Background: an optimization exercise with open tools, aiming at a short achievable clock period and few clock cycles per item. Do not read the settings as production practice. Only simulation tests tie the RTL to the original design; equivalence was not proved. Power and IR drop assume default switching activity.

===== flow/config.mk =====
export PLATFORM = sky130hd
export DESIGN_NAME = ansc
export DESIGN_NICKNAME = ansc
export VERILOG_FILES = /design/flow/design.v
export SDC_FILE = /design/flow/constraint.sdc
export NUM_CORES = 4
export LEC_CHECK = 0
export ABC_CLOCK_PERIOD_IN_PS = 2000
export CAP_MARGIN = 20
export CORE_MARGIN = 2
export CORE_UTILIZATION = 40
export SETUP_SLACK_MARGIN = 3.5
export SLEW_MARGIN = 20

===== flow/constraint.sdc =====
create_clock -name core_clock -period 8.0 [get_ports {clk}]
set_input_delay 1.6000 -clock core_clock [delete_from_list [all_inputs] [get_ports {clk}]]
set_output_delay 1.6000 -clock core_clock [all_outputs]
set_load 0.01 [all_outputs]

===== flow/design.v =====
module ansc (
    input  wire        clk,
    input  wire        rst,           
    input  wire        cmd_valid,
    input  wire [63:0] cmd_word,
    output wire        cmd_ready,
    input  wire [11:0] reg_addr,
    output reg  [31:0] reg_rdata,
    output wire        fb_en,
    output wire        fb_we,
    output wire [15:0] fb_addr,
    output wire [7:0]  fb_wdata,
    input  wire [7:0]  fb_rdata
);
    localparam NSLOT       = 4;
    localparam MAX_PAYLOAD = 32;
    localparam OP_CKCLR   = 4'h1;
    localparam OP_CKBYTE  = 4'h2;
    localparam OP_CKBUF   = 4'h3;
    localparam OP_SEGNEW  = 4'h4;
    localparam OP_SEGSER  = 4'h5;
    localparam OP_SEGDES  = 4'h6;
    localparam OP_SEGCLR  = 4'h7;
    localparam OP_SETRXF  = 4'h8;
    localparam OP_SETTXF  = 4'h9;
    localparam OP_SETTXS  = 4'hA;
    localparam OP_MARKTXC = 4'hB;
    localparam C_OK        = 8'h00;
    localparam C_MALFORMED = 8'h01;
    localparam C_ILLEGAL   = 8'h10;
    localparam C_SLOT      = 8'h11;
    localparam C_NOSEG     = 8'h12;
    localparam C_RANGE     = 8'h13;
    localparam C_CAPACITY  = 8'h14;
    integer i;
    function [15:0] inc16;
        input [15:0] x;
        integer q;
        begin
            for (q = 0; q < 16; q = q + 1)
                inc16[q] = x[q] ^ ((x & ((16'd1 << q) - 16'd1)) == ((16'd1 << q) - 16'd1));
        end
    endfunction
    function gt64k;
        input [15:0] a;
        input [15:0] b;
        reg   [15:0] g, t, p, z;
        integer q, d;
        begin
            g = a & b;
            t = a | b;
            p = a ^ b;
            for (d = 1; d < 16; d = d * 2) begin
                for (q = 15; q >= 0; q = q - 1) begin
                    if (q >= d) begin
                        g[q] = g[q] | (t[q] & g[q-d]);
                        t[q] = t[q] & t[q-d];
                    end
                end
            end
            z[0] = !p[0];
            for (q = 1; q < 16; q = q + 1)
                z[q] = (p[q] == (a[q-1] | b[q-1]));
            gt64k = g[15] && !(&z);
        end
    endfunction
    function gt6;
        input [5:0] a;
        input [5:0] b;
        reg   [5:0] g, e;
        begin
            g = a & ~b;
            e = ~(a ^ b);
            gt6 = g[5] | (e[5] & g[4]) | (e[5] & e[4] & g[3]) |
                  (e[5] & e[4] & e[3] & g[2]) | (e[5] & e[4] & e[3] & e[2] & g[1]) |
                  (e[5] & e[4] & e[3] & e[2] & e[1] & g[0]);
        end
    endfunction
    function [5:0] sub2_6;         
        input [5:0] x;
        integer q;
        begin
            sub2_6 = 6'd0;
            for (q = 0; q < 64; q = q + 1)
                if (x == q) sub2_6 = q - 2;
        end
    endfunction
    function [5:0] rsub62_6;       
        input [5:0] x;
        integer q;
        begin
            rsub62_6 = 6'd0;
            for (q = 0; q < 64; q = q + 1)
                if (x == q) rsub62_6 = 62 - q;
        end
    endfunction
    function [5:0] neg_6;          
        input [5:0] x;
        integer q;
        begin
            neg_6 = 6'd0;
            for (q = 0; q < 64; q = q + 1)
                if (x == q) neg_6 = 64 - q;
        end
    endfunction
    function [3:0] rotl;
        input [3:0] x;
        rotl = {x[2:0], x[3]};
    endfunction
    function [3:0] eac4;           
        input [3:0] a;
        input [3:0] b;
        reg   [3:0] g, t, p, c;
        integer q;
        begin
            g = a & b;
            t = a | b;
            p = a ^ b;
            for (q = 0; q < 4; q = q + 1)
                c[q] = g[(q+3)%4] |
                       (t[(q+3)%4] & g[(q+2)%4]) |
                       (t[(q+3)%4] & t[(q+2)%4] & g[(q+1)%4]) |
                       (t[(q+3)%4] & t[(q+2)%4] & t[(q+1)%4] & g[q]);
            eac4 = p ^ c;
        end
    endfunction
    function [3:0] canon;          
        input [3:0] x;
        canon = (x == 4'hF) ? 4'h0 : x;
    endfunction
    function [7:0] ck_byte;
        input [3:0] s0;
        input [3:0] t1;            
        input [7:0] b;
        reg   [3:0] h2, c0s, c0c, c1s, c1c;
        begin
            h2  = rotl(b[7:4]);
            c0s = s0 ^ b[7:4] ^ b[3:0];
            c0c = (s0 & b[7:4]) | (s0 & b[3:0]) | (b[7:4] & b[3:0]);
            c1s = t1 ^ h2 ^ b[3:0];
            c1c = (t1 & h2) | (t1 & b[3:0]) | (h2 & b[3:0]);
            ck_byte = {canon(eac4(c1s, rotl(c1c))), canon(eac4(c0s, rotl(c0c)))};
        end
    endfunction
    reg [3:0]  sum0, sum1;
    reg [7:0]  status_code;
    reg        status_err;
    reg [16:0] reslen;
    reg        s_valid [0:NSLOT-1];
    reg        s_syn   [0:NSLOT-1];
    reg [6:0]  s_seq   [0:NSLOT-1];
    reg        s_ack   [0:NSLOT-1];
    reg [6:0]  s_ackn  [0:NSLOT-1];
    reg [5:0]  s_plen  [0:NSLOT-1];
    reg [5:0]  s_thr   [0:NSLOT-1];    
    reg        s_rxf_v [0:NSLOT-1];
    reg [31:0] s_rxf   [0:NSLOT-1];
    reg        s_txf_v [0:NSLOT-1];
    reg [31:0] s_txf   [0:NSLOT-1];
    reg        s_txs_v [0:NSLOT-1];
    reg [31:0] s_txs   [0:NSLOT-1];
    reg        s_txc   [0:NSLOT-1];
    reg [7:0]  payload [0:NSLOT*MAX_PAYLOAD-1];
    reg        busy;         
    reg [15:0] k;            
    reg [15:0] end_n;        
    reg        end_late;     
    reg        acc_en;       
    reg        acc_wr;       
    reg [15:0] acc_addr;     
    reg [7:0]  wdata_q;      
    reg [4:0]  widx;         
    reg [1:0]  x_slot;       
    reg        cap_v;        
    reg        cap_ck;       
    reg        cap_h0;       
    reg        cap_h1;       
    reg [4:0]  pidx;         
    assign cmd_ready = !busy;
    wire        accept  = !busy && cmd_valid;
    wire [3:0]  w_op    = cmd_word[63:60];
    wire [3:0]  w_slot  = cmd_word[59:56];
    wire [15:0] w_addr  = cmd_word[31:16];
    wire [15:0] w_len   = cmd_word[15:0];
    wire [1:0]  ws      = w_slot[1:0];
    wire z_slot  = (cmd_word[59:56] == 4'd0);
    wire z_55_40 = (cmd_word[55:40] == 16'd0);
    wire z_39_38 = (cmd_word[39:38] == 2'd0);
    wire z_37_32 = (cmd_word[37:32] == 6'd0);
    wire z_31_16 = (cmd_word[31:16] == 16'd0);
    wire z_15_8  = (cmd_word[15:8] == 8'd0);
    wire z_7_0   = (cmd_word[7:0] == 8'd0);
    wire z_55_32 = z_55_40 && z_39_38 && z_37_32;
    wire slot_lo = (w_slot[3:2] == 2'b00);
    wire op1 = (w_op == OP_CKCLR);
    wire op2 = (w_op == OP_CKBYTE);
    wire op3 = (w_op == OP_CKBUF);
    wire op4 = (w_op == OP_SEGNEW);
    wire op5 = (w_op == OP_SEGSER);
    wire op6 = (w_op == OP_SEGDES);
    wire op7 = (w_op == OP_SEGCLR);
    wire op8 = (w_op == OP_SETRXF);
    wire op9 = (w_op == OP_SETTXF);
    wire opA = (w_op == OP_SETTXS);
    wire opB = (w_op == OP_MARKTXC);
    wire illegal = !((op1 && z_slot && z_55_32 && z_31_16 && z_15_8 && z_7_0) ||
                     (op2 && z_slot && z_55_32 && z_31_16 && z_15_8) ||
                     (op3 && z_slot && z_55_32) ||
                     (op4 && z_37_32) ||
                     (op5 && z_55_32 && z_15_8 && z_7_0) ||
                     ((op6 || op8 || op9 || opA) && z_55_32) ||
                     ((op7 || opB) && z_55_32 && z_31_16 && z_15_8 && z_7_0));
    wire len_hi_z = (w_len[15:6] == 10'd0);
    wire len_nz   = (w_len != 16'd0);
    wire len_ge2  = (w_len[15:1] != 15'd0);
    wire len_eq2  = (w_len == 16'd2);
    wire len_gt32 = !len_hi_z || (w_len[5] && (w_len[4:0] != 5'd0));
    wire len_gt34 = !len_hi_z || (w_len[5] && ((w_len[4:2] != 3'd0) || (w_len[1] && w_len[0])));
    wire len_range = gt64k(w_addr, w_len);            
    wire addr_top  = (w_addr[15:6] == 10'h3FF);
    reg [3:0] ser_fit;
    always @(*) begin
        for (i = 0; i < NSLOT; i = i + 1)
            ser_fit[i] = s_valid[i] && !(addr_top && gt6(w_addr[5:0], s_thr[i]));
    end
    wire ser_range = !ser_fit[ws] && s_valid[ws];
    wire s_ok = slot_lo && s_valid[ws];
    wire ok_ckclr   = op1 && z_slot && z_55_32 && z_31_16 && z_15_8 && z_7_0;
    wire ok_ckbyte  = op2 && z_slot && z_55_32 && z_31_16 && z_15_8;
    wire ok_ckbuf   = op3 && z_slot && z_55_32 && !len_range;
    wire ok_segnew  = op4 && z_37_32 && slot_lo && !len_range && !len_gt32;
    wire ok_segser  = op5 && z_55_32 && z_15_8 && z_7_0 && slot_lo && ser_fit[ws];
    wire ok_segdes  = op6 && z_55_32 && slot_lo && !len_range && len_ge2 && !len_gt34;
    wire ok_segclr  = op7 && z_55_32 && z_31_16 && z_15_8 && z_7_0 && slot_lo;
    wire ok_setrxf  = op8 && z_55_32 && s_ok;
    wire ok_settxf  = op9 && z_55_32 && s_ok;
    wire ok_settxs  = opA && z_55_32 && s_ok;
    wire ok_marktxc = opB && z_55_32 && z_31_16 && z_15_8 && z_7_0 && s_ok;
    wire uses_slot = op4 || op5 || op6 || op7 || op8 || op9 || opA || opB;
    wire needs_seg = op5 || op8 || op9 || opA || opB;
    reg [7:0] exec_code;
    always @(*) begin
        if (illegal)                                 exec_code = C_ILLEGAL;
        else if (uses_slot && !slot_lo)              exec_code = C_SLOT;
        else if (needs_seg && !s_valid[ws])          exec_code = C_NOSEG;
        else if (((op3 || op4 || op6) && len_range) ||
                 (op5 && ser_range))                 exec_code = C_RANGE;
        else if (op6 && !len_ge2)                    exec_code = C_MALFORMED;
        else if ((op4 && len_gt32) || (op6 && len_gt34))
                                                     exec_code = C_CAPACITY;
        else                                         exec_code = C_OK;
    end
    wire [3:0] ck_t1  = eac4(sum1, rotl(sum0));
    wire [7:0] ck_cmd = ck_byte(sum0, ck_t1, cmd_word[7:0]);
    wire [7:0] ck_mem = ck_byte(sum0, ck_t1, fb_rdata);
    wire ser_we_a = op5 && z_55_32 && z_15_8 && z_7_0;       
    wire ser_en_b = !op5 || (slot_lo && ser_fit[ws]);         
    assign fb_en    = acc_en | (accept && ser_en_b);
    assign fb_we    = busy ? acc_wr : ser_we_a;
    assign fb_addr  = busy ? acc_addr : w_addr;
    assign fb_wdata = busy ? wdata_q : {s_syn[ws], s_seq[ws]};
    wire        rd_cmd   = (ok_ckbuf || ok_segnew || ok_segdes) && len_nz;
    wire        acc_busy = (ok_ckbuf && len_nz) || (ok_segnew && len_ge2) || ok_segdes ||
                           ok_segser;
    wire [5:0]  ser_plen = s_plen[ws];
    wire [15:0] k_inc   = inc16(k);
    wire        k_end   = end_late ? (k == end_n) : (k_inc == end_n);
    wire        acc_end = (k_inc == end_n);
    wire pay_we = cap_v && !cap_ck && !cap_h0 && !cap_h1;
    always @(posedge clk) begin
        if (pay_we)
            payload[{x_slot, pidx}] <= fb_rdata;
    end
    always @(posedge clk) begin
        if (rst) begin
            busy        <= 1'b0;
            k           <= 16'd0;
            end_n       <= 16'd0;
            end_late    <= 1'b0;
            acc_en      <= 1'b0;
            acc_wr      <= 1'b0;
            acc_addr    <= 16'd0;
            wdata_q     <= 8'd0;
            widx        <= 5'd0;
            x_slot      <= 2'd0;
            cap_v       <= 1'b0;
            cap_ck      <= 1'b0;
            cap_h0      <= 1'b0;
            cap_h1      <= 1'b0;
            pidx        <= 5'd0;
            sum0        <= 4'd0;
            sum1        <= 4'd0;
            status_code <= 8'd0;
            status_err  <= 1'b0;
            reslen      <= 17'd0;
            for (i = 0; i < NSLOT; i = i + 1) begin
                s_valid[i] <= 1'b0;
                s_syn[i]   <= 1'b0;
                s_seq[i]   <= 7'd0;
                s_ack[i]   <= 1'b0;
                s_ackn[i]  <= 7'd0;
                s_plen[i]  <= 6'd0;
                s_thr[i]   <= 6'd62;
                s_rxf_v[i] <= 1'b0;
                s_rxf[i]   <= 32'd0;
                s_txf_v[i] <= 1'b0;
                s_txf[i]   <= 32'd0;
                s_txs_v[i] <= 1'b0;
                s_txs[i]   <= 32'd0;
                s_txc[i]   <= 1'b0;
            end
        end else begin
            if (cap_v) begin
                if (cap_ck) begin
                    sum0 <= ck_mem[3:0];
                    sum1 <= ck_mem[7:4];
                end else if (cap_h0) begin
                    s_syn[x_slot] <= fb_rdata[7];
                    s_seq[x_slot] <= fb_rdata[6:0];
                    cap_h0 <= 1'b0;
                    cap_h1 <= 1'b1;
                end else if (cap_h1) begin
                    s_ack[x_slot]  <= fb_rdata[7];
                    s_ackn[x_slot] <= fb_rdata[6:0];
                    cap_h1 <= 1'b0;
                end else begin
                    pidx <= pidx + 5'd1;
                end
            end
            cap_v <= acc_en && !acc_wr;
            if (busy) begin
                k    <= k_inc;
                busy <= !k_end;
                if (acc_en) begin
                    acc_addr <= inc16(acc_addr);
                    acc_en   <= !acc_end;
                    wdata_q  <= payload[{x_slot, widx}];
                    widx     <= widx + 5'd1;
                end
            end
            if (accept) begin
                status_code <= exec_code;
                if (exec_code[4]) status_err <= 1'b1;
                busy     <= acc_busy;
                k        <= ok_segser ? 16'hFFFF : 16'd1;
                end_n    <= ok_segser ? {10'd0, ser_plen} : w_len;
                end_late <= op3 || (op6 && len_eq2);
                x_slot   <= ws;
                acc_addr <= inc16(w_addr);
                acc_en   <= (rd_cmd && len_ge2) || ok_segser;
                acc_wr   <= ok_segser;
                widx     <= 5'd0;
                wdata_q  <= {s_ack[ws], s_ackn[ws]};
                cap_v    <= rd_cmd;
                cap_ck   <= op3;
                cap_h0   <= op6;
                cap_h1   <= 1'b0;
                pidx     <= 5'd0;
                if (ok_ckclr) begin
                    sum0 <= 4'd0;
                    sum1 <= 4'd0;
                end
                if (ok_ckbyte) begin
                    sum0 <= ck_cmd[3:0];
                    sum1 <= ck_cmd[7:4];
                end
                if (ok_segser)
                    reslen <= {11'd0, ser_plen} + 17'd2;
                for (i = 0; i < NSLOT; i = i + 1) begin
                    if (ws == i) begin
                        if (ok_segnew || ok_segdes || ok_segclr) begin
                            s_valid[i] <= !ok_segclr;
                            s_rxf_v[i] <= 1'b0;
                            s_rxf[i]   <= 32'd0;
                            s_txf_v[i] <= 1'b0;
                            s_txf[i]   <= 32'd0;
                            s_txs_v[i] <= 1'b0;
                            s_txs[i]   <= 32'd0;
                            s_txc[i]   <= 1'b0;
                        end
                        if (ok_segnew) begin
                            s_syn[i]  <= cmd_word[39];
                            s_seq[i]  <= cmd_word[54:48];
                            s_ack[i]  <= cmd_word[38];
                            s_ackn[i] <= cmd_word[46:40];
                            s_plen[i] <= w_len[5:0];
                            s_thr[i]  <= rsub62_6(w_len[5:0]);
                        end
                        if (ok_segdes) begin
                            s_plen[i] <= sub2_6(w_len[5:0]);
                            s_thr[i]  <= neg_6(w_len[5:0]);
                        end
                        if (ok_segclr) begin
                            s_syn[i]  <= 1'b0;
                            s_seq[i]  <= 7'd0;
                            s_ack[i]  <= 1'b0;
                            s_ackn[i] <= 7'd0;
                            s_plen[i] <= 6'd0;
                            s_thr[i]  <= 6'd62;
                        end
                        if (ok_setrxf) begin
                            s_rxf[i]   <= cmd_word[31:0];
                            s_rxf_v[i] <= 1'b1;
                        end
                        if (ok_settxf) begin
                            s_txf[i]   <= cmd_word[31:0];
                            s_txf_v[i] <= 1'b1;
                        end
                        if (ok_settxs) begin
                            s_txs[i]   <= cmd_word[31:0];
                            s_txs_v[i] <= 1'b1;
                        end
                        if (ok_marktxc)
                            s_txc[i] <= 1'b1;
                    end
                end
            end
        end
    end
    wire [1:0] r_slot = reg_addr[4:3];
    always @(*) begin
        reg_rdata = 32'd0;
        if (reg_addr[11:5] == 7'b0001000) begin        
            case (reg_addr[2:0])
                3'd0: reg_rdata = {s_valid[r_slot], 15'd0, s_syn[r_slot], s_seq[r_slot],
                                   s_ack[r_slot], s_ackn[r_slot]};
                3'd1: reg_rdata = {26'd0, s_plen[r_slot]};
                3'd2: reg_rdata = {28'd0, s_txs_v[r_slot], s_txf_v[r_slot],
                                   s_rxf_v[r_slot], s_txc[r_slot]};
                3'd3: reg_rdata = s_rxf[r_slot];
                3'd4: reg_rdata = s_txf[r_slot];
                3'd5: reg_rdata = s_txs[r_slot];
                default: reg_rdata = 32'd0;
            endcase
        end else begin
            case (reg_addr)
                12'h000: reg_rdata = {23'd0, status_err, status_code};
                12'h001: reg_rdata = {24'd0, sum1, sum0};
                12'h002: reg_rdata = {15'd0, reslen};
                12'h003: reg_rdata = NSLOT;
                12'h004: reg_rdata = MAX_PAYLOAD;
                12'h005: reg_rdata = 32'h0001_0000;
                default: reg_rdata = 32'd0;
            endcase
        end
    end
endmodule

===== flow/run.sh =====
#!/bin/bash
# synth_recipe.tcl (not shown) runs the flow's synth.tcl, then flattens the netlist and writes it again
# the make line also repeats each setting of config.mk as NAME=value (left out here)
make -C /OpenROAD-flow-scripts/flow DESIGN_CONFIG=/design/flow/config.mk WORK_HOME=/design/flow/orfs CLKGATE_MAP_FILE= SYNTH_SCRIPT=/design/flow/synth_recipe.tcl finish

==> results of run 1 <==
## timing repair
action / 4_1_cts / 5_1_grt
pin swaps: 74 / 69
gates cloned: 28 / 7
buffers inserted: 139 / 40
gates resized for setup: 668 / 150
setup endpoints to repair: 653 / 482
## worst max-delay path, delay by kind of cell
family,cells,cell delay [ns]
compound gates,2,1.24
buf+inv,3,0.63
simple gates,2,0.22
## area by class of cell
type | instances | share of cell area [%]
Timing Repair Buffer | 477 | 6.183
Sequential cell | 1636 | 51.18
Tap cell | 2355 | 3.454
Multi-Input combinational cell | 3346 | 32.16
Antenna cell | 2 | 0.005867
Clock inverter | 77 | 0.8419
Clock buffer | 228 | 5.519
Inverter | 146 | 0.6571
## power breakdown
part           switching [mW]  total [mW]  internal (mW)
Combinational           0.655        1.01          0.356
Clock                    3.45        7.79           4.35
Sequential             0.0236        9.05           9.02
Total                    4.13        17.9           13.7
## worst min path at each step
stage                           endpoint  depth (start not counted)                      start  slack (ns)
6_report       s_txf[2][17]$_SDFFE_PP0P_                          2  s_txf[2][17]$_SDFFE_PP0P_        0.46
5_1_grt        s_plen[3][3]$_SDFFE_PP0P_                          2  s_plen[3][3]$_SDFFE_PP0P_        0.47
4_1_cts         s_rxf[3][8]$_SDFFE_PP0P_                          2   s_rxf[3][8]$_SDFFE_PP0P_        0.46
3_5_place_dp    s_thr[2][0]$_SDFFE_PP0P_                          2   s_thr[2][0]$_SDFFE_PP0P_        0.45
3_3_place_gp   s_txs[3][15]$_SDFFE_PP0P_                          2  s_txs[3][15]$_SDFFE_PP0P_        0.45
2_1_floorplan   s_thr[1][0]$_SDFFE_PP0P_                          2   s_thr[1][0]$_SDFFE_PP0P_        0.43
## layer usage
metal  up-vias  wire length (um)  global-route usage, %  part of all wire, %
met5         -                23                      0               0.0094
met4         4             15430                  14.00                  6.3
met3       613             21730                  4.769                  8.9
met2      2707            111400                  40.06                   46
met1     25880             95130                  34.38                   39
li1      21510                 -                      -                    -
## cells in the final DEF, fill, tap and decap left out, types with 18 or more instances in the layout
cell type	Yosys	final
mux4_2	403	403
nand2_1	604	590
clkbuf_1	325	40
o211ai_1	30	30
a31oi_1	29	25
a221oi_1	36	24
buf_2	65	35
a22oi_2	0	24
buf_16	0	19
xor2_1	31	31
ha_1	108	97
clkbuf_16	0	186
buf_4	5	222
buf_6	1	60
nor2b_1	38	30
nand4_1	22	22
inv_1	144	138
xnor2_1	65	65
clkinv_2	0	25
clkinv_1	1	27
clkdlybuf4s50_1	0	18
dfxtp_1	548	543
a21oi_2	0	23
a22oi_1	52	28
o22ai_1	24	23
a211oi_1	36	34
nor2_4	0	22
dlygate4sd2_1	0	21
mux2i_1	57	57
nor3_1	69	62
nor2_1	311	287
nand3_1	428	424
a21oi_1	563	533
a22o_1	93	93
buf_12	0	49
edfxtp_1	1088	1088
o21ai_0	60	54
## through the flow
stage	setup WS [ns]	utilization [%]	instance area, um^2
finish	2.693	47.76	85310
global placement	1.169	42.51	75940
floorplan	3.316	-	72400
detailed placement	1.126	42.52	75950
CTS	2.946	47.27	84430
global route	2.771	47.76	85310
## sequential cells by signal, indices dropped and copies added (netlist names), 5 cells and up
register / cells
acc_addr: 16
end_n: 16
k: 16
payload: 1024
pidx: 5
reslen: 7
s_ackn: 28
s_plen: 24
s_rxf: 128
s_seq: 28
s_thr: 24
s_txf: 128
s_txs: 128
wdata_q: 8
widx: 5
## logic make-up after synthesis
| family | count (synthesis) |
|---|---|
| fa+ha+maj | 125 |
| compound gates | 1027 |
| flops | 1636 |
| mux | 465 |
| buf+inv | 591 |
| simple gates | 1624 |
| xor+xnor | 97 |
==> parameters.txt, run 1 <==
Parameter                              Value

Floorplanning
  Floorplan die area ... 183,400 um^2
  Die Ht ... about 430 um
  Core area ... 178,600 um^2
  I/O pins ... around 150
  Initial core utilization ... 40.30%
  Number of placement rows ... 155
  Chip Width ... about 430 um

Synth
  Adder-Cell Fraction of Synth Area ... 2.336%
  Top_reg_cell synth ... edfxtp_1
  Total of flip-flops plus latches after synthesis ... between 1,500 and 2,000
  Top cell type by total area after synthesis ... edfxtp_1
  Synthesized area per cell ... approximately 13 um^2
  Largest family of logic cells by synthesized area ... multiplexers
  Synthesized-area fraction occupied by and/or/nand/nor cells ... 10.29%
  Async S/R FF share, synth ... 0%
  Leading cell type by number of instances after synthesis ... edfxtp_1
  Fraction of the mapped netlist area in compound gates ... under 10%
  Warnings, synthesis ... 11
  Cell count after synthesis ... approximately 5,600
  Number of distinct library cell variants in the gate-level netlist after synthesis ... 86
  Sequential-to-total area share from yosys stat ... 60.63%
  Cell types occupying the most area after synthesis ... edfxtp_1, dfxtp_1, mux4_2, a21oi_1, nand2_1
  Post-synth top area share ... between 40% and 50%
  Cell area after synthesis ... 71,980 um^2
  Net count after synthesis ... 5,776
  Share of the synthesized netlist area taken by xor and xnor gates ... about 1.2%
  Post-synth EDFFs ... 1,088
  Synth cell count leaders ... edfxtp_1, nand2_1, a21oi_1
  Post-synthesis mux area share ... 13.48%

STA
  Final critical delay including setup and external delays ... 5.307 ns
  Actual transition at the worst max-transition pin ... 1.188 ns
  Post-Route Hold Slack ... ~0.46 ns
  Final period utilization ... 66.34%
  Final setup vio count ... 0
  Maximum clock skew at final layout ... 0.06393 ns
  Maximum frequency from static timing analysis ... 0.1884 GHz
  Final-report max-slew violation count ... 0
  Worst slew margin relative to its limit ... 20.77%
  Number of failing hold endpoints at the final stage ... 0
  Setup TNS Final ... 0 ns
  Setup repair after global routing missed its margin ... true

Worst setup path
  Minimum setup slack among reg-to-reg paths ... between 3 and 4 ns
  Required time of the critical path ... 6.40 ns
  Largest driver fanout on the critical path ... 18
  Critical Path Start Type ... primary input
  Series of cell instances along the critical path ... buf_4, nor3_2, buf_6, nor2b_4, a222oi_1, o21ai_2, buf_2
  Critical path launch point ... reg_addr[0]
  Crit Reg-Reg Startpoint ... sum0[2]$_SDFF_PP0_
  Logic depth of the worst register-to-register path ... 17
  Capturing element type of the critical path ... output pin
  Critical Path Max Stage Delay ... between 1 and 1.5 ns
  Capture point of the critical path ... reg_rdata[4]
  Critical path type ... primary input to output pin
  Standard cell with the maximum stage delay on the critical path ... a222oi_1
  Terminus of the critical flop-to-flop path ... sum1[1]$_SDFF_PP0_
  Crit path arrival time ... 3.71 ns

Routing
  Average wire per cell in the routed design ... 29.48 um
  Drc violations ... 0
  Number of detailed-route iterations in the first pass ... 9
  Detailed-route vias per instance ... 6.135
  Remaining number of nets flagged by the antenna check after routing ... 0
  DRC violation total after the first TritonRoute iteration ... 6,577
  Routed WL ... 243,700 um
  Via count of the routed design ... 50,720

GRT
  Wire length of the first global-routing pass ... 348,200 um
  Via count of the first global-routing pass ... 48,710
  Largest net degree at the start of global routing ... 116
  Initial antenna violation count ... 8
  Total GRT Usage ... ~26%
  Global-route congestion overflow total ... 0

Cells and area
  Multi-input logic area ... 27,440 um^2
  Final Net Count ... 5,990
  Seq. cell area ... 43,660 um^2
  Non-filler instance count after layout ... around 8,300
  Area added between synthesis and finish ... 18.52%
  Final-layout fill cell count ... 15,390
  Layout cell share with drive strength beyond 1 ... 22.27%

Power and ir drop
  Leakage power total ... 27.72 nW
  Power Density ... 209.2 nW/um^2
  Total power after layout ... 17.85 mW
  Maximum VDD drop ... ~0.23 mV

Min path
  Classification of the worst-slack hold path ... register to register

Job
  Max capacitance violation total ... 0

Clocking
  Maximum number of buffers from clock root to sink ... 3
  Number of hold buffers added after cts ... 0
  Clock slew at the register clock pins of the worst setup and hold paths ... 0.05 ns
  Clock tree root driver cell ... clkbuf_16
  Number of levels the H-tree was split into ... 4
  TritonCTS clock tree ... done
  Number of buffers created by CTS ... 172
  Clock Sink Count ... 1,636
  Worst-skew pair later-pin latency ... ~0.84 ns

Outcome
  Outcome ... complete, no violations

Place
  Placed cell count ... 7,746
  Post-detailed-placement half-perimeter wirelength ... 146,500 um
  Count of input and output buffers ... 145
  Final GP Congestion ... 0.9253
Testbench counts, summed over its fixed seeds: cycles 44,229, cmds 4,000.
==> run 2: changes to the inputs <==
--- a/flow/config.mk
+++ b/flow/config.mk
@@ -7,7 +7,7 @@
 export LEC_CHECK = 0
 export ABC_CLOCK_PERIOD_IN_PS = 2000
-export CAP_MARGIN = 20
+export CAP_MARGIN = 50
 export CORE_MARGIN = 2
 export CORE_UTILIZATION = 40
 export SETUP_SLACK_MARGIN = 3.5
-export SLEW_MARGIN = 20
+export SLEW_MARGIN = 70
==> run 2 against run 1 <==
Against the previous run: non-clock buffer count rose by 129; count of clock-buffer cells in the layout up 7; via count is 0.89% higher; sequential power is essentially flat; critical path type unchanged; largest power group unchanged; highest routed layer unchanged.
==> parameters.txt, run 2 <==
Parameter                              Value

Outcome
  Outcome ... complete, no violations

Cells and area
  Non-filler instance count after layout ... 8,405 (+1.7%)
  Largest register by flop count ... payload
  Area added between synthesis and finish ... 23.92%
  Layout cell share with drive strength beyond 1 ... 27.68% (+5.4 points)
  Most common library cell in the layout ignoring fill and taps ... edfxtp_1
  Max reg flops ... 1,024 (unchanged)
  Final Net Count ... 6,119 (+2.2%)
  Commonest cells after routing, fill and taps aside ... edfxtp_1, nand2_1, dfxtp_1, a21oi_1, nand3_1
  Area of all placed cells without fillers ... 89,200 um^2 (+4.6%)

Place
  Dpl ws ... 1.592 ns (+0.4659 ns)
  Count of input and output buffers ... 145 (unchanged)
  Post-detailed-placement half-perimeter wirelength ... 155,200 um (+5.9%)
  Placed cell count ... 7,875 (+1.7%)
  Placed Instance Area ... 79,340 um^2 (+4.5%)
  Final GP Congestion ... 0.9253 (unchanged)

Floorplanning
  Floorplan die area ... 183,400 um^2 (unchanged)
  Die Ht ... 428.2 um (unchanged)
  Initial core utilization ... 40.30% (unchanged)
  Core area ... 178,600 um^2 (unchanged)
  Number of placement rows ... 155 (unchanged)
  Chip Width ... 428.2 um (unchanged)
  I/O pins ... 146 (unchanged)

STA
  Actual transition at the worst max-transition pin ... 0.5030 ns (-0.6855 ns)
  Slack of the critical path ... 2.850 ns (+0.1573 ns)
  Post-Route Hold Slack ... 0.4624 ns (+0.002427 ns)
  Maximum clock skew at final layout ... 0.05631 ns (-0.007618 ns)
  Maximum frequency from static timing analysis ... 0.1942 GHz (+3.1%)
  Number of failing hold endpoints at the final stage ... 0 (unchanged)
  Setup repair after global routing missed its margin ... true
  Final-report max-slew violation count ... 0 (unchanged)
  Final setup vio count ... 0 (unchanged)
  Final critical delay including setup and external delays ... 5.150 ns (-0.1573 ns)
  Setup TNS Final ... 0 ns (unchanged)
  Final period utilization ... 64.37% (-2.0 points)
  Worst slew margin relative to its limit ... 66.47% (+46 points)

Worst setup path
  Minimum setup slack among reg-to-reg paths ... 3.99 ns (+0.15 ns)
  Crit path arrival time ... 3.55 ns (-0.16 ns)
  Largest driver fanout on the critical path ... 5 (-13)
  Required time of the critical path ... 6.40 ns (about the same)
  Critical path type ... primary input to output pin
  Critical Path Start Type ... primary input
  Capturing element type of the critical path ... output pin

GRT
  Largest net degree at the start of global routing ... 68 (-41%)
  Global-route congestion overflow total ... 0 (unchanged)
  Total GRT Usage ... 25.98% (+0.18 points)
  Initial antenna violation count ... 3 (-5)
  Via count of the first global-routing pass ... 49,620 (+1.9%)
  Wire length of the first global-routing pass ... 352,200 um (+1.1%)

Synth
  Total of flip-flops plus latches after synthesis ... 1,636 (unchanged)
  Warnings, synthesis ... 11 (unchanged)
  Cell area after synthesis ... 71,980 um^2 (unchanged)
  Synth cell count leaders ... edfxtp_1, nand2_1, a21oi_1
  Sequential-to-total area share from yosys stat ... 60.63% (unchanged)
  Post-synth top area share ... 45.39% (unchanged)
  Post-synth EDFFs ... 1,088 (unchanged)
  Top_reg_cell synth ... edfxtp_1
  Async S/R FF share, synth ... 0% (unchanged)
  Net count after synthesis ... 5,776 (unchanged)
  Number of distinct library cell variants in the gate-level netlist after synthesis ... 86 (unchanged)
  Leading cell type by number of instances after synthesis ... edfxtp_1
  Cell count after synthesis ... 5,565 (unchanged)
  Synthesized area per cell ... 12.93 um^2 (unchanged)
  Cell types occupying the most area after synthesis ... edfxtp_1, dfxtp_1, mux4_2, a21oi_1, nand2_1
  Top cell type by total area after synthesis ... edfxtp_1

Power and ir drop
  Switching power of the nets ... 4.220 mW (+2.3%)
  Cell Int Power ... 14.22 mW (+3.6%)
  Relative contribution of combinational cells to total power ... 5.8% (about the same)
  Maximum VDD drop ... 0.2210 mV (-5.8%)
  Clock network fraction of design power ... 45.1% (+1.4 points)
  Fraction of power consumed by sequential logic ... 49.1% (-1.6 points)
  Power Density ... 206.7 nW/um^2 (-1.2%)
  Switching part of the total ... 22.89% (-0.22 points)
  Leakage power total ... 29.12 nW (+5.0%)

Clocking
  Number of hold buffers added after cts ... 0 (unchanged)
  Clock Sink Count ... 1,636 (unchanged)
  Clock slew at the register clock pins of the worst setup and hold paths ... 0.06 ns (about the same)
  Number of buffers created by CTS ... 174 (+1.2%)
  Clock tree root driver cell ... clkbuf_16
  Maximum number of buffers from clock root to sink ... 3 (unchanged)
  Worst-skew pair later-pin latency ... 0.85 ns (about the same)
  TritonCTS clock tree ... done
  Number of levels the H-tree was split into ... 4 (unchanged)

Routing
  Drc violations ... 0 (unchanged)
  Number of detailed-route iterations in the first pass ... 6 (-3)
  Average wire per cell in the routed design ... 29.05 um (-1.4%)
  DRC violation total after the first TritonRoute iteration ... 6,655 (+1.2%)
  Via count of the routed design ... 51,170 (+0.89%)
  Detailed-route vias per instance ... 6.088 (-0.76%)
  Routed WL ... 244,200 um (+0.21%)
  Remaining number of nets flagged by the antenna check after routing ... 0 (unchanged)

Job
  Max capacitance violation total ... 0 (unchanged)

Min path
  Classification of the worst-slack hold path ... register to register
run 2: cell counts after synthesis:
Identical to the previous run, type by type.
run 2: cell families after synthesis:
kind of cell    count (synthesis)  share of synthesized area [%]
fa+ha+maj                     125                          2.336
compound gates               1027                          8.830
flops                        1636                          60.63
buf+inv                       591                          3.231
simple gates                 1624                          10.29
xor+xnor                       97                          1.199
mux                           465                          13.48
run 2: per-stage QoR:
| stage | utilization (%) | power (mW) |
|---|---|---|
| floorplan | - | 9.640 |
| finish | 49.94 | 18.44 |
| global placement | 42.51 | 10.02 |
| global route | 49.94 | 18.89 |
| detailed placement | 44.42 | 10.08 |
| CTS | 49.28 | 18.45 |
run 2: final cells by class:
type / instances / area, um^2
antenna: 2 / 5.005
clock buffer: 235 / 4835
clock inverter: 81 / 1065
fill: 14900 / 89420
inverter: 146 / 560.5
multi-input combinational: 3344 / 29050
sequential: 1636 / 43670
tap: 2355 / 2947
timing repair buffer: 606 / 7071
run 2: worst paths after layout:
check | from | endpoint | cells past startpoint
worst min-delay path | s_txs[3][9]$_SDFFE_PP0P_ | s_txs[3][9]$_SDFFE_PP0P_ | 2
worst max-delay path | reg_addr[3] | reg_rdata[1] | 9
worst min register to register | s_txs[3][9]$_SDFFE_PP0P_ | s_txs[3][9]$_SDFFE_PP0P_ | 2
worst max register to register | sum0[0]$_SDFF_PP0_ | sum1[1]$_SDFF_PP0_ | 18
run 2: worst max-delay path, cell delays in order:
cell	delay, ns
clkbuf_16	0.16
buf_12	0.15
buf_16	0.14
buf_6	0.11
mux4_2	0.48
mux2i_1	0.14
o311a_1	0.34
o21ai_4	0.26
buf_6	0.15
run 2: timing repair:
action                     CTS  global route
gates resized for setup    580           103
setup endpoints to repair  354           213
gates cloned                27             3
pin swaps                   85            71
setup buffers              120            49
hold endpoints to repair     0             0
run 2: metal layers:
layer / part of all wire [%] / vias to the layer above / routed length (um) / global-route usage [%]
met5: 0.0053 / - / 13 / 0
met4: 5.9 / 2 / 14440 / 13.79
met3: 8.8 / 590 / 21580 / 5.194
met2: 46 / 2732 / 112900 / 40.57
met1: 39 / 26040 / 95230 / 34.27
li1: - / 21810 / - / -
run 2: power by group through the flow:
stage | sequential, mW | combinational, mW | clock (mW)
2_1_floorplan | 9.22 | 0.422 | 0
3_3_place_gp | 9.23 | 0.798 | 0
3_5_place_dp | 9.23 | 0.855 | 0
4_1_cts | 9.04 | 1.00 | 8.40
5_1_grt | 9.04 | 1.12 | 8.73
6_report | 9.04 | 1.08 | 8.32
==> run 3: changes to the inputs <==
--- a/flow/design.v
+++ b/flow/design.v
@@ -254,6 +254,6 @@
     wire [7:0] ck_cmd = ck_byte(sum0, ck_t1, cmd_word[7:0]);
     wire [7:0] ck_mem = ck_byte(sum0, ck_t1, fb_rdata);
-    wire ser_we_a = op5 && z_55_32 && z_15_8 && z_7_0;       
-    wire ser_en_b = !op5 || (slot_lo && ser_fit[ws]);         
+    wire ser_we_a = op5 && z_55_32;                                   
+    wire ser_en_b = !op5 || (z_15_8 && z_7_0 && slot_lo && ser_fit[ws]);  
     assign fb_en    = acc_en | (accept && ser_en_b);
     assign fb_we    = busy ? acc_wr : ser_we_a;
==> run 3 against run 2 <==
Against the previous run: still clean; sequential power barely moved; setup slack improved by 0.10 ns; die area increased by 0.43%; sequential share of layout area up 0.32 points; core utilization decreased by 0.74 points; synthesized area rose by 0.43%; first-iteration DRC count shrank 12%; non-clock buffer count shrank 60; final area down 0.63%; largest cell class unchanged; highest routed layer unchanged.
==> parameters.txt, run 3 <==
Parameter                              Value

Synth
  Sequential-to-total area share from yosys stat ... 60.37% (-0.26 points)
  Synth cell count leaders ... edfxtp_1, nand2_1, a21oi_1
  Cell count after synthesis ... 5,572 (+0.13%)
  Cell types occupying the most area after synthesis ... edfxtp_1, dfxtp_1, mux4_2, a21oi_1, nand2_1
  Number of distinct library cell variants in the gate-level netlist after synthesis ... 85 (-1.2%)
  Cell area after synthesis ... 72,290 um^2 (+0.43%)
  Post-synth EDFFs ... 1,088 (unchanged)
  Net count after synthesis ... 5,783 (+0.12%)
  Post-synth top area share ... 45.20% (-0.19 points)
  Top_reg_cell synth ... edfxtp_1
  Async S/R FF share, synth ... 0% (unchanged)
  Total of flip-flops plus latches after synthesis ... 1,636 (unchanged)
  Top cell type by total area after synthesis ... edfxtp_1
  Synthesized area per cell ... 12.97 um^2 (+0.30%)
  Warnings, synthesis ... 11 (unchanged)
  Leading cell type by number of instances after synthesis ... edfxtp_1

Clocking
  Worst-skew pair later-pin latency ... 0.84 ns (about the same)
  Clock tree root driver cell ... clkbuf_16
  Number of hold buffers added after cts ... 0 (unchanged)
  Number of levels the H-tree was split into ... 4 (unchanged)
  Clock slew at the register clock pins of the worst setup and hold paths ... 0.06 ns (about the same)
  Clock Sink Count ... 1,636 (unchanged)
  Number of buffers created by CTS ... 173 (-0.57%)
  TritonCTS clock tree ... done
  Maximum number of buffers from clock root to sink ... 3 (unchanged)

Cells and area
  Largest register by flop count ... payload
  Max reg flops ... 1,024 (unchanged)
  Layout cell share with drive strength beyond 1 ... 26.28% (-1.4 points)
  Core Util, Final ... 49.20% (-0.74 points)
  Most common library cell in the layout ignoring fill and taps ... edfxtp_1
  Commonest cells after routing, fill and taps aside ... edfxtp_1, nand2_1, a21oi_1, dfxtp_1, mux4_2
  Final Net Count ... 6,052 (-1.1%)
  Area added between synthesis and finish ... 22.60%

Routing
  DRC violation total after the first TritonRoute iteration ... 5,875 (-12%)
  Remaining number of nets flagged by the antenna check after routing ... 0 (unchanged)
  Drc violations ... 0 (unchanged)
  Number of detailed-route iterations in the first pass ... 6 (unchanged)
  Via count of the routed design ... 50,520 (-1.3%)
  Routed WL ... 231,300 um (-5.3%)
  Detailed-route vias per instance ... 6.047 (-0.68%)
  Average wire per cell in the routed design ... 27.69 um (-4.7%)

Floorplanning
  Floorplan die area ... 184,100 um^2 (+0.43%)
  Core area ... 180,200 um^2 (+0.86%)
  Initial core utilization ... 40.13% (-0.17 points)
  Chip Width ... 429.1 um (+0.21%)
  Number of placement rows ... 156 (+0.65%)
  Die Ht ... 429.1 um (+0.21%)
  I/O pins ... 146 (unchanged)

Worst setup path
  Terminus of the critical flop-to-flop path ... sum1[2]$_SDFF_PP0_
  Capture point of the critical path ... fb_en
  Minimum setup slack among reg-to-reg paths ... 4.00 ns (about the same)
  Capturing element type of the critical path ... output pin
  Critical Path Start Type ... primary input
  Required time of the critical path ... 6.40 ns (about the same)
  Largest driver fanout on the critical path ... 11 (+6)
  Critical path launch point ... cmd_word[4]
  Critical path type ... primary input to output pin
  Crit Reg-Reg Startpoint ... sum1[1]$_SDFF_PP0_
  Logic depth of the worst register-to-register path ... 18 (unchanged)
  Crit path arrival time ... 3.44 ns (-0.11 ns)

Place
  Final GP Congestion ... 0.9038 (-2.3%)
  Count of input and output buffers ... 145 (unchanged)
  Post-detailed-placement half-perimeter wirelength ... 147,400 um (-5.0%)

Power and ir drop
  Maximum VDD drop ... 0.1912 mV (-13%)
  Leakage power total ... 28.70 nW (-1.4%)
  Power Density ... 205.1 nW/um^2 (-0.79%)

STA
  Actual transition at the worst max-transition pin ... 0.5492 ns (+0.04619 ns)
  Final-report max-slew violation count ... 0 (unchanged)
  Final period utilization ... 63.06% (-1.3 points)
  Final setup vio count ... 0 (unchanged)
  Worst slew margin relative to its limit ... 63.39% (-3.1 points)
  Maximum frequency from static timing analysis ... 0.1982 GHz (+2.1%)
  Setup repair after global routing missed its margin ... true
  Maximum clock skew at final layout ... 0.08380 ns (+0.02748 ns)
  Number of failing hold endpoints at the final stage ... 0 (unchanged)
  Setup TNS Final ... 0 ns (unchanged)
  Final critical delay including setup and external delays ... 5.045 ns (-0.1048 ns)

Min path
  Classification of the worst-slack hold path ... register to register

GRT
  Largest net degree at the start of global routing ... 70 (+2.9%)
  Via count of the first global-routing pass ... 48,840 (-1.6%)
  Global-route congestion overflow total ... 0 (unchanged)
  Initial antenna violation count ... 17 (+14)
  Total GRT Usage ... 24.61% (-1.4 points)
  Wire length of the first global-routing pass ... 336,800 um (-4.4%)

Job
  Max capacitance violation total ... 0 (unchanged)

Outcome
  Outcome ... complete, no violations
-- run 3: changes by cell type after synthesis, sizes merged, moves of 16 or more --
cell    before  now
a32o         1   42
a22o        93   13
a221oi      36   19
a22oi       52   72
nor3        75   53
nand2b      17   76
and3         9   26
mux4       403  419
o21ai       67  124
nor2       313  266
-- run 3: routing by layer --
layer  vias up  global-route usage [%]  part of all wire (%)
li1      21660                       -                     -
met1     25610                   32.36                    39
met2      2699                   39.41                    47
met3       551                   4.511                   8.7
met4         4                   11.83                   5.2
met5         -                       0                 0.011
-- run 3: per-stage QoR --
| stage | power [mW] | hold WS [ns] | cell area, um^2 | setup WS [ns] | std cells |
|---|---|---|---|---|---|
| floorplan | 9.656 | 0.4267 | 72620 | 3.356 | 5572 |
| global placement | 10.05 | 0.4382 | 76220 | 0.8485 | 7759 |
| detailed placement | 10.12 | 0.4439 | 79450 | 1.502 | 7872 |
| CTS | 18.22 | 0.4521 | 87660 | 2.986 | 8305 |
| global route | 18.66 | 0.4642 | 88620 | 2.885 | 8351 |
| finish | 18.17 | 0.4498 | 88630 | 2.955 | 8355 |
-- run 3: worst min-delay path by stage --
stage,from,end,slack (ns),cells past startpoint
final,s_txs[1][13]$_SDFFE_PP0P_,s_txs[1][13]$_SDFFE_PP0P_,0.45,2
after global routing,s_txs[2][28]$_SDFFE_PP0P_,s_txs[2][28]$_SDFFE_PP0P_,0.46,2
after CTS,s_txf[2][8]$_SDFFE_PP0P_,s_txf[2][8]$_SDFFE_PP0P_,0.45,2
after detailed placement,s_txs[1][5]$_SDFFE_PP0P_,s_txs[1][5]$_SDFFE_PP0P_,0.44,2
after global placement,s_txf[0][24]$_SDFFE_PP0P_,s_txf[0][24]$_SDFFE_PP0P_,0.44,2
after floorplan,s_thr[0][0]$_SDFFE_PP0P_,s_thr[0][0]$_SDFFE_PP0P_,0.43,2
-- run 3: cell type report --
class                   count  area [um^2]
fillers                 15290        91530
flip-flops and latches   1636        43670
multi-input cells        3342        28820
repair buffers            546         6879
clock buffers             240         4747
well taps                2370         2965
clock inverters            71        964.7
inverters                 142        561.8
diodes                      8        20.02
-- run 3: timing repair --
item	CTS	global route
hold endpoints to repair	0	0
endpoints found under the setup margin	568	275
cloned	25	2
resized for setup	576	84
pin swaps	99	52
setup buffers	97	28
-- run 3: kinds of logic after synthesis --
kind of cell / count (synthesis) / share of synthesized area (%)
AOI/OAI and AO/OA: 1063 / 8.940
muxes: 479 / 13.90
xor gates and xnor gates: 98 / 1.198
adders and majority gates: 125 / 2.326
and+or+nand+nor: 1577 / 10.04
DFF: 1636 / 60.37
buffers and inverters: 594 / 3.225
-- run 3: critical path, stage by stage --
cell	delay, ns
buf_4	0.17
buf_12	0.17
or4_4	0.58
nor3_4	0.24
nand2_4	0.10
nor3b_4	0.21
o21ai_1	0.10
nand2b_1	0.11
buf_2	0.15
-- run 3: power breakdown --
| part | switching, mW | leakage, nW | total [mW] | internal [mW] |
|---|---|---|---|---|
| clock | 3.50 | 2.76 | 8.05 | 4.56 |
| combinational | 0.678 | 11.7 | 1.08 | 0.398 |
| sequential | 0.0208 | 14.3 | 9.04 | 9.02 |
| total | 4.20 | 28.7 | 18.2 | 14.0 |
Testbench counts of run 3, summed over its fixed seeds: cycles 44,229, cmds 4,000.
==> run 4: changes to the inputs <==
--- a/flow/config.mk
+++ b/flow/config.mk
@@ -7,7 +7,7 @@
 export LEC_CHECK = 0
 export ABC_CLOCK_PERIOD_IN_PS = 2000
-export CAP_MARGIN = 50
+export CAP_MARGIN = 20
 export CORE_MARGIN = 2
 export CORE_UTILIZATION = 40
 export SETUP_SLACK_MARGIN = 3.5
-export SLEW_MARGIN = 70
+export SLEW_MARGIN = 20
==> run 4 against run 3 <==
Against the previous run: critical path type unchanged; core utilization decreased by 1.6 points; setup slack got worse by 0.089 ns; clock skew increased by 0.0043 ns.
==> parameters.txt, run 4 <==
Parameter                              Value

Cells and area
  Max reg flops ... 1,024 (unchanged)
  Layout cell share with drive strength beyond 1 ... 22.28% (-4.0 points)
  Area added between synthesis and finish ... 18.64%
  Multi-input logic area ... 27,510 um^2 (-4.5%)
  Final Net Count ... 5,960 (-1.5%)
  Seq. cell area ... 43,660 um^2 (about the same)
  Commonest cells after routing, fill and taps aside ... edfxtp_1, nand2_1, a21oi_1, dfxtp_1, mux4_2
  Area of all placed cells without fillers ... 85,770 um^2 (-3.2%)
  Final-layout fill cell count ... 15,690 (+2.6%)
  Largest register by flop count ... payload
  Most common library cell in the layout ignoring fill and taps ... edfxtp_1

Synth
  Total of flip-flops plus latches after synthesis ... 1,636 (unchanged)
  Post-synth EDFFs ... 1,088 (unchanged)
  Warnings, synthesis ... 11 (unchanged)
  Top_reg_cell synth ... edfxtp_1
  Sequential-to-total area share from yosys stat ... 60.37% (unchanged)
  Post-synth top area share ... 45.20% (unchanged)
  Synthesized area per cell ... 12.97 um^2 (unchanged)
  Synth cell count leaders ... edfxtp_1, nand2_1, a21oi_1
  Net count after synthesis ... 5,783 (unchanged)
  Number of distinct library cell variants in the gate-level netlist after synthesis ... 85 (unchanged)
  Cell area after synthesis ... 72,290 um^2 (unchanged)
  Cell types occupying the most area after synthesis ... edfxtp_1, dfxtp_1, mux4_2, a21oi_1, nand2_1
  Async S/R FF share, synth ... 0% (unchanged)
  Leading cell type by number of instances after synthesis ... edfxtp_1
  Top cell type by total area after synthesis ... edfxtp_1
  Cell count after synthesis ... 5,572 (unchanged)

Place
  Final GP Congestion ... 0.9038 (unchanged)
  Placed Instance Area ... 76,230 um^2 (-4.0%)
  Post-detailed-placement half-perimeter wirelength ... 138,300 um (-6.2%)
  Count of input and output buffers ... 145 (unchanged)

Floorplanning
  Number of placement rows ... 156 (unchanged)
  I/O pins ... 146 (unchanged)
  Chip Width ... 429.1 um (unchanged)
  Core area ... 180,200 um^2 (unchanged)
  Die Ht ... 429.1 um (unchanged)
  Initial core utilization ... 40.13% (unchanged)
  Floorplan die area ... 184,100 um^2 (unchanged)

STA
  Worst slew margin relative to its limit ... 24.21% (-39 points)
  Final-report max-slew violation count ... 0 (unchanged)
  Final setup vio count ... 0 (unchanged)
  Actual transition at the worst max-transition pin ... 1.137 ns (+0.5877 ns)
  Final period utilization ... 64.17% (+1.1 points)
  Final critical delay including setup and external delays ... 5.134 ns (+0.08897 ns)
  Maximum frequency from static timing analysis ... 0.1948 GHz (-1.7%)
  Maximum clock skew at final layout ... 0.08809 ns (+0.004296 ns)
  Setup TNS Final ... 0 ns (unchanged)
  Setup repair after global routing missed its margin ... true
  Number of failing hold endpoints at the final stage ... 0 (unchanged)

GRT
  Initial antenna violation count ... 22 (+5)
  Largest net degree at the start of global routing ... 235 (+240%)
  Total GRT Usage ... 24.60% (about the same)
  Global-route congestion overflow total ... 0 (unchanged)
  Wire length of the first global-routing pass ... 335,900 um (-0.28%)
  Via count of the first global-routing pass ... 48,390 (-0.93%)

Clocking
  Clock slew at the register clock pins of the worst setup and hold paths ... 0.05 ns (about the same)
  Clock tree root driver cell ... clkbuf_16
  Clock Sink Count ... 1,636 (unchanged)
  Number of buffers created by CTS ... 173 (unchanged)
  Worst-skew pair later-pin latency ... 0.85 ns (about the same)
  TritonCTS clock tree ... done
  Number of hold buffers added after cts ... 0 (unchanged)
  Number of levels the H-tree was split into ... 4 (unchanged)
  Maximum number of buffers from clock root to sink ... 3 (unchanged)

Routing
  Via count of the routed design ... 50,160 (-0.71%)
  Drc violations ... 0 (unchanged)
  Remaining number of nets flagged by the antenna check after routing ... 0 (unchanged)
  Average wire per cell in the routed design ... 28.29 um (+2.2%)
  DRC violation total after the first TritonRoute iteration ... 6,393 (+8.8%)
  Routed WL ... 234,000 um (+1.2%)
  Number of detailed-route iterations in the first pass ... 9 (+3)
  Detailed-route vias per instance ... 6.064 (+0.29%)

Worst setup path
  Critical Path Max Stage Delay ... 0.38 ns (-0.20 ns)
  Capturing element type of the critical path ... output pin
  Crit path arrival time ... 3.53 ns (+0.09 ns)
  Critical Path Start Type ... primary input
  Logic depth of the worst register-to-register path ... 17 (-1)
  Terminus of the critical flop-to-flop path ... sum1[0]$_SDFF_PP0_
  Critical path type ... primary input to output pin
  Minimum setup slack among reg-to-reg paths ... 3.96 ns (-0.04 ns)
  Standard cell with the maximum stage delay on the critical path ... nor3_4
  Series of cell instances along the critical path ... buf_16, or2_4, nor3_4, and2_2, a221oi_2, a31oi_4, buf_2
  Largest driver fanout on the critical path ... 19 (+8)
  Required time of the critical path ... 6.40 ns (about the same)
  Crit Reg-Reg Startpoint ... sum0[0]$_SDFF_PP0_

Power and ir drop
  Power Density ... 213.9 nW/um^2 (+4.3%)
  Maximum VDD drop ... 0.1691 mV (-12%)
  Leakage power total ... 27.76 nW (-3.3%)

Outcome
  Outcome ... complete, no violations

Min path
  Worst Hold End ... s_txs[1][13]$_SDFFE_PP0P_
  Classification of the worst-slack hold path ... register to register
  Worst Min Path Start ... s_txs[1][13]$_SDFFE_PP0P_
  Worst Hold Path Cells ... 2 (unchanged)

Job
  Max capacitance violation total ... 0 (unchanged)
## run 4: layout make-up
| class | count | area share, % |
|---|---|---|
| diodes | 10 | 0.02918 |
| clock buffers | 224 | 5.446 |
| clock inverters | 94 | 1.422 |
| inverters | 142 | 0.6521 |
| multi-input cells | 3346 | 32.08 |
| flip-flops and latches | 1636 | 50.91 |
| well taps | 2370 | 3.457 |
| repair buffers | 450 | 6.009 |
## run 4: repair_timing
item,CTS,global route
buffers inserted,120,28
endpoints found under the hold margin,0,0
gates resized for setup,730,94
endpoints found under the setup margin,653,349
gates cloned,28,7
pin swaps,97,74
## run 4: stage by stage
stage	std cells	power, mW	hold slack (ns)	utilization (%)	setup WS [ns]
after floorplan	5572	9.656	0.4267	-	3.356
after global placement	7759	10.05	0.4382	42.31	0.8485
after detailed placement	7760	10.07	0.4450	42.31	1.213
after CTS	8226	18.39	0.4531	47.14	2.925
after global routing	8265	18.82	0.4632	47.60	2.857
final	8272	18.34	0.4510	47.61	2.866
## run 4: routing by layer
layer	track usage, %	part of all wire, %	up-vias
met3	4.473	8.4	580
met2	38.97	47	2542
li1	-	-	21470
met1	32.46	39	25570
met4	12.57	5.6	8
met5	0	0.020	-
## run 4: worst max path at each step
| stage | from | to | slack [ns] | depth (start not counted) |
|---|---|---|---|---|
| 2_1_floorplan | cmd_word[25] | fb_en | 3.36 | 9 |
| 3_3_place_gp | cmd_word[54] | fb_we | 0.85 | 6 |
| 3_5_place_dp | reg_addr[0] | reg_rdata[6] | 1.21 | 6 |
| 4_1_cts | reg_addr[11] | reg_rdata[6] | 2.93 | 8 |
| 5_1_grt | cmd_word[23] | fb_en | 2.86 | 11 |
| 6_report | reg_addr[4] | reg_rdata[6] | 2.87 | 7 |
## run 4: worst max-delay path: cells and delay by family
family,cells,cell delay (ns)
and+or+nand+nor,3,1.04
buffers and inverters,2,0.39
AOI/OAI and AO/OA,2,0.49
## run 4: power breakdown
part | leakage [nW] | switching, mW | internal, mW
clock | 2.84 | 3.55 | 4.73
sequential | 14.3 | 0.0205 | 9.02
combinational | 10.6 | 0.671 | 0.351
total | 27.8 | 4.24 | 14.1
## run 4: cell families (layout without fill, tap and decap cells)
family | after synthesis | after routing | share of synthesized area [%]
other | 0 | 10 | 0
and+or+nand+nor | 1577 | 1581 | 10.04
buffers and inverters | 594 | 910 | 3.225
muxes | 479 | 479 | 13.90
AOI/OAI and AO/OA | 1063 | 1063 | 8.940
xor gates and xnor gates | 98 | 98 | 1.198
DFF | 1636 | 1636 | 60.37
adders and majority gates | 125 | 125 | 2.326
==> run 5: changes to the inputs <==
--- a/flow/config.mk
+++ b/flow/config.mk
@@ -7,7 +7,7 @@
 export LEC_CHECK = 0
 export ABC_CLOCK_PERIOD_IN_PS = 2000
-export CAP_MARGIN = 20
+export CAP_MARGIN = 60
 export CORE_MARGIN = 2
 export CORE_UTILIZATION = 40
-export SETUP_SLACK_MARGIN = 3.5
-export SLEW_MARGIN = 20
+export SETUP_SLACK_MARGIN = 4.0
+export SLEW_MARGIN = 80
==> run 5 against run 4 <==
Against the previous run: still clean on timing, DRC and antenna; routed wire length rose by 7.1%; first-iteration DRC count up 1.0%; core utilization is 6.5 points higher; total power fell by 0.41%; setup slack got worse by 0.12 ns; synthesized area did not move; die area did not move; sequential power about the same; combinational power is 28% higher; fmax down 2.4%; critical path type unchanged; highest routed layer unchanged.
==> parameters.txt, run 5 <==
Parameter                              Value

Synth
  Top_reg_cell synth ... edfxtp_1
  Post-synthesis mux area share ... 13.90% (unchanged)
  Largest family of logic cells by synthesized area ... multiplexers
  Fraction of the mapped netlist area in compound gates ... 8.940% (unchanged)
  Post-synth top area share ... 45.20% (unchanged)
  Number of distinct library cell variants in the gate-level netlist after synthesis ... 85 (unchanged)
  Leading cell type by number of instances after synthesis ... edfxtp_1
  Adder-Cell Fraction of Synth Area ... 2.326% (unchanged)
  Synth cell count leaders ... edfxtp_1, nand2_1, a21oi_1
  Cell types occupying the most area after synthesis ... edfxtp_1, dfxtp_1, mux4_2, a21oi_1, nand2_1
  Synthesized-area fraction occupied by and/or/nand/nor cells ... 10.04% (unchanged)
  Async S/R FF share, synth ... 0% (unchanged)
  Share of the synthesized netlist area taken by xor and xnor gates ... 1.198% (unchanged)
  Synthesized area per cell ... 12.97 um^2 (unchanged)
  Net count after synthesis ... 5,783 (unchanged)
  Top cell type by total area after synthesis ... edfxtp_1
  Sequential-to-total area share from yosys stat ... 60.37% (unchanged)
  Cell area after synthesis ... 72,290 um^2 (unchanged)
  Warnings, synthesis ... 11 (unchanged)
  Total of flip-flops plus latches after synthesis ... 1,636 (unchanged)
  Post-synth EDFFs ... 1,088 (unchanged)
  Cell count after synthesis ... 5,572 (unchanged)

Floorplanning
  Initial core utilization ... 40.13% (unchanged)
  Die Ht ... 429.1 um (unchanged)
  I/O pins ... 146 (unchanged)
  Core area ... 180,200 um^2 (unchanged)
  Chip Width ... 429.1 um (unchanged)
  Floorplan die area ... 184,100 um^2 (unchanged)
  Number of placement rows ... 156 (unchanged)

Clocking
  Number of buffers created by CTS ... 170 (-1.7%)
  Number of levels the H-tree was split into ... 4 (unchanged)
  Clock Sink Count ... 1,636 (unchanged)
  Maximum number of buffers from clock root to sink ... 3 (unchanged)
  Clock slew at the register clock pins of the worst setup and hold paths ... 0.06 ns (about the same)
  TritonCTS clock tree ... done
  Clock tree root driver cell ... clkbuf_16
  Number of hold buffers added after cts ... 0 (unchanged)
  Worst-skew pair later-pin latency ... 0.82 ns (-0.03 ns)

Routing
  Average wire per cell in the routed design ... 28.40 um (+0.39%)
  Detailed-route vias per instance ... 6.067 (about the same)
  Number of detailed-route iterations in the first pass ... 7 (-2)
  Remaining number of nets flagged by the antenna check after routing ... 0 (unchanged)
  Routed WL ... 250,600 um (+7.1%)
  Drc violations ... 0 (unchanged)
  DRC violation total after the first TritonRoute iteration ... 6,457 (+1.0%)
  Via count of the routed design ... 53,530 (+6.7%)

Cells and area
  Most common library cell in the layout ignoring fill and taps ... edfxtp_1
  Largest register by flop count ... payload
  Layout cell share with drive strength beyond 1 ... 38.67% (+16 points)
  Commonest cells after routing, fill and taps aside ... edfxtp_1, dfxtp_1, nand2_1, mux4_2, a21oi_1
  Area added between synthesis and finish ... 34.86%
  Final Net Count ... 6,529 (+9.5%)
  Max reg flops ... 1,024 (unchanged)

Min path
  Worst Hold End ... s_txs[2][9]$_SDFFE_PP0P_
  Worst Min Path Start ... s_txs[2][9]$_SDFFE_PP0P_
  Worst Hold Path Cells ... 2 (unchanged)
  Classification of the worst-slack hold path ... register to register

STA
  Maximum frequency from static timing analysis ... 0.1902 GHz (-2.4%)
  Post-Route Hold Slack ... 0.4493 ns (-0.001743 ns)
  Setup TNS Final ... 0 ns (unchanged)
  Actual transition at the worst max-transition pin ... 0.4052 ns (-0.7317 ns)
  Final period utilization ... 65.73% (+1.6 points)
  Worst slew margin relative to its limit ... 72.99% (+49 points)
  Final setup vio count ... 0 (unchanged)
  Setup repair after global routing missed its margin ... true
  Final critical delay including setup and external delays ... 5.258 ns (+0.1241 ns)
  Number of failing hold endpoints at the final stage ... 0 (unchanged)
  Final-report max-slew violation count ... 0 (unchanged)
  Maximum clock skew at final layout ... 0.04090 ns (-0.04720 ns)

GRT
  Wire length of the first global-routing pass ... 346,900 um (+3.3%)
  Largest net degree at the start of global routing ... 48 (-80%)
  Initial antenna violation count ... 9 (-59%)
  Via count of the first global-routing pass ... 50,950 (+5.3%)
  Total GRT Usage ... 25.31% (+0.71 points)
  Global-route congestion overflow total ... 0 (unchanged)

Place
  Final GP Congestion ... 0.9029 (about the same)
  Post-detailed-placement half-perimeter wirelength ... 159,800 um (+16%)
  Count of input and output buffers ... 145 (unchanged)

Worst setup path
  Required time of the critical path ... 6.40 ns (about the same)
  Critical path type ... primary input to output pin
  Capturing element type of the critical path ... output pin
  Crit Reg-Reg Startpoint ... widx[0]$_SDFFE_PP0P_
  Critical Path Start Type ... primary input
  Minimum setup slack among reg-to-reg paths ... 4.17 ns (+0.21 ns)
  Logic depth of the worst register-to-register path ... 11 (-6)
  Crit path arrival time ... 3.66 ns (+0.13 ns)
  Largest driver fanout on the critical path ... 5 (-14)
  Terminus of the critical flop-to-flop path ... wdata_q[0]$_SDFFE_PP0P_

Power and ir drop
  Power Density ... 187.4 nW/um^2 (-12%)
  Fraction of power consumed by sequential logic ... 49.5% (+0.2 points)
  Maximum VDD drop ... 0.2016 mV (+19%)
  Clock network fraction of design power ... 43.3% (-1.8 points)
  Total power after layout ... 18.27 mW (-0.41%)
  Switching part of the total ... 23.03% (-0.086 points)
  Cell Int Power ... 14.06 mW (-0.30%)
  Switching power of the nets ... 4.207 mW (-0.78%)
  Leakage power total ... 32.57 nW (+17%)
  Relative contribution of combinational cells to total power ... 7.2% (+1.6 points)

Job
  Max capacitance violation total ... 0 (unchanged)

Outcome
  Outcome ... complete, no violations
[run 5: changes by cell type in the layout (fill, tap and decap cells not counted), moves of 89 or more]
cell and change:
nor2_4 +152, nor2_1 -145, a21oi_1 -147, buf_12 +105, a21oi_2 +134, buf_4 +99
nand2_4 +110, nand2_1 -126, buf_2 +105, buf_6 +89
[run 5: layout make-up]
| class | instances | area, um^2 |
|---|---|---|
| fill | 14140 | 82670 |
| sequential | 1636 | 43680 |
| multi-input combinational | 3342 | 31640 |
| timing repair buffer | 1026 | 13060 |
| clock buffer | 229 | 4674 |
| tap | 2370 | 2965 |
| clock inverter | 77 | 834.6 |
| inverter | 142 | 633.1 |
| antenna | 1 | 2.502 |
[run 5: worst max-delay path by stage]
stage	start	end	slack, ns
5_1_grt	reg_addr[11]	reg_rdata[1]	2.64
3_5_place_dp	reg_addr[1]	reg_rdata[16]	1.40
6_report	reg_addr[6]	reg_rdata[1]	2.74
2_1_floorplan	cmd_word[25]	fb_en	3.36
3_3_place_gp	reg_addr[1]	reg_rdata[4]	1.07
4_1_cts	reg_addr[11]	reg_rdata[1]	2.74
[run 5: worst max-delay path: stages]
cell and delay [ns]:
clkdlybuf4s50_1 0.45, nor2_4 0.27, nand2_4 0.08, nor3_4 0.24, nor4b_4 0.27, buf_4 0.17, a222oi_1 0.06, buf_2 0.15
buf_6 0.12, o21ai_4 0.10, buf_6 0.15
[run 5: power by group through the flow]
stage | Clock [mW] | Sequential (mW) | Combinational (mW)
4_1_cts | 8.01 | 9.04 | 1.20
6_report | 7.92 | 9.04 | 1.31
3_3_place_gp | 0 | 9.22 | 0.844
2_1_floorplan | 0 | 9.22 | 0.465
3_5_place_dp | 0 | 9.22 | 1.03
5_1_grt | 8.33 | 9.04 | 1.36
[run 5: kinds of logic (layout without fill, tap and decap cells)]
family,count (synthesis),in the layout
flops,1636,1636
simple gates,1577,1577
compound gates,1063,1063
buf+inv,594,1474
mux,479,479
fa+ha+maj,125,125
xor+xnor,98,98
other cells,0,1
[run 5: what timing repair did]
action,4_1_cts,5_1_grt
pin swaps,92,284
gates resized for setup,845,582
buffers inserted,167,103
endpoints found under the setup margin,685,462
cloned,17,32
[run 5: metrics by stage]
stage	cells	util [%]	setup slack [ns]	area, um^2
finish	8823	54.11	2.742	97490
global route	8823	54.11	2.644	97490
CTS	8667	51.64	2.745	93030
detailed placement	8177	46.68	1.404	84100
global placement	7768	42.58	1.067	76710
floorplan	5572	-	3.356	73370
[run 5: per-layer routing]
| metal | vias up | track usage [%] | share of wire [%] |
|---|---|---|---|
| li1 | 22630 | - | - |
| met3 | 821 | 4.080 | 8.4 |
| met4 | 8 | 13.58 | 7.3 |
| met2 | 2958 | 41.05 | 47 |
| met1 | 27110 | 32.64 | 37 |
| met5 | - | 0 | 0.021 |

static timing again, ports no longer ideal:
In the flow no input, the clock included, has a driving cell. The finished layouts below were timed again as built, in two steps. Step 1 sets driving cells, clkbuf_16 on the clock port and buf_2 on the other inputs (assumed; they add their load-dependent delay and slew). Step 2 times the ports against the registers' clock, not the clock port: input delays grow and output delays shrink by t, the midpoint of the rising clock arrivals with the driver on. Three values: ideal, step 1, step 2; two values: the first two.
run | t (ns) | setup WS [ns] | worst setup path after step 2 | slew at the worst register clock pin (ns)
run 1 | 0.889 | 2.693 / 2.317 / 2.317 | input to output | 0.07 / 0.07
run 2 | 0.910 | 2.850 / 2.661 / 2.661 | input to output | 0.07 / 0.07
run 3 | 0.886 | 2.955 / 2.701 / 2.638 | input to register | 0.07 / 0.07
run 4 | 0.883 | 2.866 / 2.615 / 2.615 | input to output | 0.07 / 0.07
run 5 | 0.892 | 2.742 / 2.630 / 2.630 | input to output | 0.07 / 0.07
After both steps every run listed still meets setup and hold. The setup slack of run 1, which loses most, moves by -0.376 ns with the drivers and by -0.376 ns with both steps.
